What follows belongs to an exercise in optimizing a design on an open flow for small area; a production flow would make more cautious choices. RTL that was checked went through simulation tests only; none was proved equivalent to the original. Power figures rest on the tool's default switching activity, not on a simulated workload.

run 1:
## zacwire_rx
module zacwire_rx (
    input  wire        clk,
    input  wire        rst,
    input  wire [1:0]  cfg_profile,    
    input  wire [15:0] cfg_rate,       
    input  wire        ev_valid,
    input  wire [32:0] ev_word,
    input  wire        cmd_valid,
    input  wire [66:0] cmd_word,
    output wire        cmd_ready,
    output reg         rsp_valid,
    output wire [34:0] rsp_word
);
clock: 20.0 ns
lec_check: 0
abc_area: 1
cap_margin: 20
core_margin: 2
core_utilization: 70
place_density: 0.8
slew_margin: 20
run.sh (not shown) runs the stock make flow with config.mk's settings and CLKGATE_MAP_FILE= SYNTH_SCRIPT=/design/flow/synth_recipe.tcl, a recipe that flattens the netlist after the stock synthesis.
Edits applied to the flow inputs when going from run 1 to run 2:
Settings: a change of CORE_UTILIZATION from 70 to 40; a deleted ABC_AREA that had been 1; a change of PLACE_DENSITY from 0.8 to 0.6; an added BUFFER_PORTS_ARGS of -buffer_cell sky130_fd_sc_hd__buf_1.
==> flow/flow/run.sh (new file) <==
#!/bin/bash
# Standard ORFS layout (the standard.sh, standard synthesis unchanged), with
# the port buffers made of the smallest buffer cell instead of the default.
set -euo pipefail
echo 'export BUFFER_PORTS_ARGS = -buffer_cell sky130_fd_sc_hd__buf_1' >> config.mk
bash standard.sh finish > standard_flow.log 2>&1
==> flow/standard.sh (new file) <==
#!/bin/bash
# synth_recipe.tcl (not shown) runs the flow's synth.tcl, then flattens the netlist and writes it again
# the make line also repeats each setting of config.mk as NAME=value (left out here)
make -C /OpenROAD-flow-scripts/flow DESIGN_CONFIG=/design/flow/config.mk WORK_HOME=/design/flow/orfs CLKGATE_MAP_FILE= SYNTH_SCRIPT=/design/flow/synth_recipe.tcl "${@:-finish}"
removed: flow/run.sh
### Flow results
Clock skew delta for run 2 relative to run 1: 11 ps higher. In run 2 the total of clock buffers placed in the layout turned out 6.4% lower than in run 1. The design area of run 2 is lower than that of run 1.
Inputs modified between run 2 and run 3:
Settings: BUFFER_PORTS_ARGS removed (was -buffer_cell sky130_fd_sc_hd__buf_1).
==> flow/run.sh (new file) <==
#!/bin/bash
# synth_recipe.tcl (not shown) runs the flow's synth.tcl, then flattens the netlist and writes it again
# the make line also repeats each setting of config.mk as NAME=value (left out here)
make -C /OpenROAD-flow-scripts/flow DESIGN_CONFIG=/design/flow/config.mk WORK_HOME=/design/flow/orfs CLKGATE_MAP_FILE= SYNTH_SCRIPT=/design/flow/synth_recipe.tcl finish
removed: flow/flow/run.sh
removed: flow/standard.sh
[summary]
- The worst hold slack of run 3 was superior to that of run 2.
- Cmp run 3 vs run 2: wire length higher in run 3
- Against run 2, run 3 reports a met3 routed wirelength that is higher.
- Going from run 2 to run 3, share of final layout cell area taken by clock buffers and inverters has decreased; sequential share of layout area has decreased; sequential power has remained practically unchanged; number of diodes added for antenna fixing has increased.
- [run 3] worst setup slack fell 410 ps relative to run 2
- When run 3 is set beside run 2, its combinational cell fraction of total power turns out to be 2.1 points larger.
Here is what was changed in the inputs of run 4 compared with run 3.
Settings: an added BUFFER_PORTS_ARGS of -buffer_cell sky130_fd_sc_hd__buf_1; an added CTS_BUF_LIST of sky130_fd_sc_hd__clkbuf_4.
==> flow/flow/run.sh (new file) <==
#!/bin/bash
# Standard ORFS layout (the standard.sh, standard synthesis unchanged), with
# the port buffers made of the smallest buffer cell instead of the default.
set -euo pipefail
echo 'export BUFFER_PORTS_ARGS = -buffer_cell sky130_fd_sc_hd__buf_1' >> config.mk
bash standard.sh finish > standard_flow.log 2>&1
==> flow/standard.sh (new file) <==
#!/bin/bash
# synth_recipe.tcl (not shown) runs the flow's synth.tcl, then flattens the netlist and writes it again
# the make line also repeats each setting of config.mk as NAME=value (left out here)
make -C /OpenROAD-flow-scripts/flow DESIGN_CONFIG=/design/flow/config.mk WORK_HOME=/design/flow/orfs CLKGATE_MAP_FILE= SYNTH_SCRIPT=/design/flow/synth_recipe.tcl "${@:-finish}"
removed: flow/run.sh
==> comparison <==
The post-layout minimum cycle time number comes out higher for run 3 vs run 4.
Reported for run 4 and run 3, share of synthesized registers carrying an async set or reset turned out identical to the last digit.
Final total power, run 4 vs run 3: down by a few percent
No functional check of the RTL was part of any run of this note.

---

lane 1:
Another version of the RTL of zacwire_rx (not shown whole).
Size in the first run: roughly 1800 cells after synthesis, about 260 flip-flops.
Design zacwire_rx, start of the top module:
module zacwire_rx (
    input  wire        clk,
    input  wire        rst,
    input  wire [1:0]  cfg_profile,    
    input  wire [15:0] cfg_rate,       
    input  wire        ev_valid,
    input  wire [32:0] ev_word,
    input  wire        cmd_valid,
    input  wire [66:0] cmd_word,
    output wire        cmd_ready,
    output reg         rsp_valid,
    output wire [34:0] rsp_word
);
Settings: LEC_CHECK=0, CAP_MARGIN=20, CORE_MARGIN=2, CORE_UTILIZATION=40, PLACE_DENSITY=0.6, SLEW_MARGIN=20, BUFFER_PORTS_ARGS=-buffer_cell sky130_fd_sc_hd__buf_1, CTS_ARGS=-sink_clustering_enable -repair_clock_nets -dont_use_dummy_load -buf_list sky130_fd_sc_hd__clkbuf_16 -sink_clustering_size 28 -sink_clustering_max_diameter 60; clock period 20.0 ns.
standard.sh (not shown) runs the stock make flow with config.mk's settings and CLKGATE_MAP_FILE= SYNTH_SCRIPT=/design/flow/synth_recipe.tcl, a recipe that flattens the netlist after the stock synthesis.
==> flow/flow/run.sh <==
#!/bin/bash
# Standard ORFS layout (the standard.sh, standard synthesis unchanged), with
# the port buffers made of the smallest buffer cell and a clock tree of
# smaller buffers without dummy loads.
set -euo pipefail
echo 'export BUFFER_PORTS_ARGS = -buffer_cell sky130_fd_sc_hd__buf_1' >> config.mk
echo 'export CTS_ARGS = -sink_clustering_enable -repair_clock_nets -dont_use_dummy_load -buf_list sky130_fd_sc_hd__clkbuf_16 -sink_clustering_size 28 -sink_clustering_max_diameter 60' >> config.mk
bash standard.sh finish > standard_flow.log 2>&1
Edits applied to the flow inputs when going from lane 1 to lane 2:
- CTS_ARGS: -sink_clustering_enable -repair_clock_nets -dont_use_dummy_load -buf_list sky130_fd_sc_hd__clkbuf_16 -sink_clustering_size 28 -sink_clustering_max_diameter 60 -> -sink_clustering_enable -repair_clock_nets -dont_use_dummy_load -buf_list sky130_fd_sc_hd__clkbuf_8 -sink_clustering_size 16 -sink_clustering_max_diameter 50
==> flow/flow/run.sh <==
#!/bin/bash
# Standard ORFS layout (the standard.sh, standard synthesis unchanged), with
# the port buffers made of the smallest buffer cell and a clock tree of
# smaller buffers without dummy loads.
set -euo pipefail
echo 'export BUFFER_PORTS_ARGS = -buffer_cell sky130_fd_sc_hd__buf_1' >> config.mk
echo 'export CTS_ARGS = -sink_clustering_enable -repair_clock_nets -dont_use_dummy_load -buf_list sky130_fd_sc_hd__clkbuf_8 -sink_clustering_size 16 -sink_clustering_max_diameter 50' >> config.mk
bash standard.sh finish > standard_flow.log 2>&1
--- outcome ---
- [lane 2] number of antenna violations at the first check in global routing fell 1 relative to lane 1
- Lane 1 → lane 2: fmax went up 1.1%; final core area utilization went down by 0.52 points.
- The global-route track usage on met1 of lane 2 exceeds that of lane 1 by 0.45 points.
Edits applied to the flow inputs when going from lane 2 to lane 3:
- CTS_ARGS changed from -sink_clustering_enable -repair_clock_nets -dont_use_dummy_load -buf_list sky130_fd_sc_hd__clkbuf_8 -sink_clustering_size 16 -sink_clustering_max_diameter 50 to -sink_clustering_enable -repair_clock_nets -dont_use_dummy_load -buf_list sky130_fd_sc_hd__clkbuf_8 -sink_clustering_size 20 -sink_clustering_max_diameter 60
==> flow/flow/run.sh <==
#!/bin/bash
# Standard ORFS layout (the standard.sh, standard synthesis unchanged), with
# the port buffers made of the smallest buffer cell and a clock tree of
# smaller buffers without dummy loads.
set -euo pipefail
echo 'export BUFFER_PORTS_ARGS = -buffer_cell sky130_fd_sc_hd__buf_1' >> config.mk
echo 'export CTS_ARGS = -sink_clustering_enable -repair_clock_nets -dont_use_dummy_load -buf_list sky130_fd_sc_hd__clkbuf_8 -sink_clustering_size 20 -sink_clustering_max_diameter 60' >> config.mk
bash standard.sh finish > standard_flow.log 2>&1
--- outcome ---
Measured against each other, lane 2 and lane 3 differ in met1 routed wirelength after detailed routing, the higher figure coming from lane 3.
In the flow results for lane 2 and lane 3, the fraction of power consumed by sequential logic is smaller on lane 2.
Re number of well-tap cells placed: no difference whatsoever between lane 3 and lane 2.
On fraction of area in registers, lane 3 tracks lane 2 almost exactly.
Status: global-route wire length before repair parity (lane 2, lane 3)
~same clock edge transition at the registers on the reported setup and hold paths in lane 2 and lane 3
Maximum operating frequency on lane 3 is behind lane 2.
Lane 3 against lane 2; total power is down slightly.
Lane 3 vs lane 2: wire length down slightly
Relative contribution of combinational cells to total power for lane 3 is higher than for lane 2.

---

run R:
zacwire_rx, a different RTL version from the one above (not shown whole).
For scale: roughly 250 flip-flops, roughly 17,000 sq um of cells after synthesis.
export LEC_CHECK = 0
export CAP_MARGIN = 20
export CORE_MARGIN = 2
export CORE_UTILIZATION = 40
export PLACE_DENSITY = 0.6
export SLEW_MARGIN = 20
export BUFFER_PORTS_ARGS = -buffer_cell sky130_fd_sc_hd__buf_1
export CTS_ARGS = -sink_clustering_enable -repair_clock_nets -dont_use_dummy_load -buf_list sky130_fd_sc_hd__clkbuf_8 -sink_clustering_size 18 -sink_clustering_max_diameter 45
create_clock -name core_clock -period 20.0 [get_ports {clk}]
==> flow/flow/run.sh <==
#!/bin/bash
# Standard ORFS layout (the standard.sh, standard synthesis unchanged), with
# the port buffers made of the smallest buffer cell and a clock tree of
# smaller buffers without dummy loads.
set -euo pipefail
echo 'export BUFFER_PORTS_ARGS = -buffer_cell sky130_fd_sc_hd__buf_1' >> config.mk
echo 'export CTS_ARGS = -sink_clustering_enable -repair_clock_nets -dont_use_dummy_load -buf_list sky130_fd_sc_hd__clkbuf_8 -sink_clustering_size 18 -sink_clustering_max_diameter 45' >> config.mk
bash standard.sh finish > standard_flow.log 2>&1
diff inputs: run R => run H
Settings: CTS_ARGS now -sink_clustering_enable -repair_clock_nets -dont_use_dummy_load -buf_list sky130_fd_sc_hd__clkbuf_8 -sink_clustering_size 16 -sink_clustering_max_diameter 50, was -sink_clustering_enable -repair_clock_nets -dont_use_dummy_load -buf_list sky130_fd_sc_hd__clkbuf_8 -sink_clustering_size 18 -sink_clustering_max_diameter 45.
==> flow/flow/run.sh <==
#!/bin/bash
# Standard ORFS layout (the standard.sh, standard synthesis unchanged), with
# the port buffers made of the smallest buffer cell and a clock tree of
# smaller buffers without dummy loads.
set -euo pipefail
echo 'export BUFFER_PORTS_ARGS = -buffer_cell sky130_fd_sc_hd__buf_1' >> config.mk
echo 'export CTS_ARGS = -sink_clustering_enable -repair_clock_nets -dont_use_dummy_load -buf_list sky130_fd_sc_hd__clkbuf_8 -sink_clustering_size 16 -sink_clustering_max_diameter 50' >> config.mk
bash standard.sh finish > standard_flow.log 2>&1
Re proportion of synthesized chip area in sequential cells: no difference whatsoever between run H and run R.
Run H against run R: detailed-router iteration count before antenna repair went up, final-report hold violation count did not really move.
Between run H and run R, the post-route standard cell area excluding fillers does not differ in any meaningful way.
Between run R and run H, the vias per cell is higher for run R.
Summary of run H over run R: maximum clock frequency climbed 0.56%, remaining max-slew budget at the tightest pin higher, final period demand of the worst path saw a decrease, final-layout clock buffer total down 4.

[static timing again, ports no longer ideal]
In the flow no input, the clock included, has a driving cell. The finished layouts below were timed again as built, in two steps. Step 1 sets driving cells, clkbuf_16 on the clock port and buf_2 on the other inputs (assumed; they add their load-dependent delay and slew). Step 2, shift: input delay + t, output delay - t, t = (earliest + latest rising clock arrival at the registers) / 2. This alone moves slack from input paths to output paths. a / b / c = ideal ports / drivers / drivers and shift; a / b = the first two.
run | t (ns) | setup slack, ns | worst hold slack (ns) | latest minus earliest clock arrival (ns) | pins driven straight from the clock port
run 1 | 0.624 | 9.244 / 9.274 / 8.650 | 0.433 / 0.433 / 0.433 | 0.011 / 0.010 | 1
run 2 | 0.609 | 9.104 / 9.136 / 8.527 | 0.422 / 0.422 / 0.422 | 0.023 / 0.023 | 1
run 3 | 0.600 | 8.691 / 8.718 / 8.118 | 0.429 / 0.429 / 0.429 | 0.019 / 0.020 | 1
run 4 | 0.851 | 9.369 / 9.397 / 8.546 | 0.412 / 0.412 / 0.412 | 0.070 / 0.071 | 1
lane 1 | 0.602 | 10.040 / 10.070 / 9.468 | 0.407 / 0.407 / 0.407 | 0.116 / 0.116 | 1
lane 2 | 0.662 | 10.150 / 10.176 / 9.514 | 0.426 / 0.426 / 0.426 | 0.112 / 0.111 | 1
lane 3 | 0.638 | 10.087 / 10.113 / 9.475 | 0.394 / 0.394 / 0.394 | 0.132 / 0.131 | 1
run R | 0.564 | 10.398 / 10.419 / 9.855 | 0.231 / 0.231 / 0.231 | 0.088 / 0.088 | 1
run H | 0.618 | 10.451 / 10.473 / 9.855 | 0.267 / 0.267 / 0.267 | 0.116 / 0.116 | 1
After both steps every run listed still meets setup and hold. The setup slack of run 4, which loses most, moves by +0.028 ns with the drivers and by -0.823 ns with both steps.
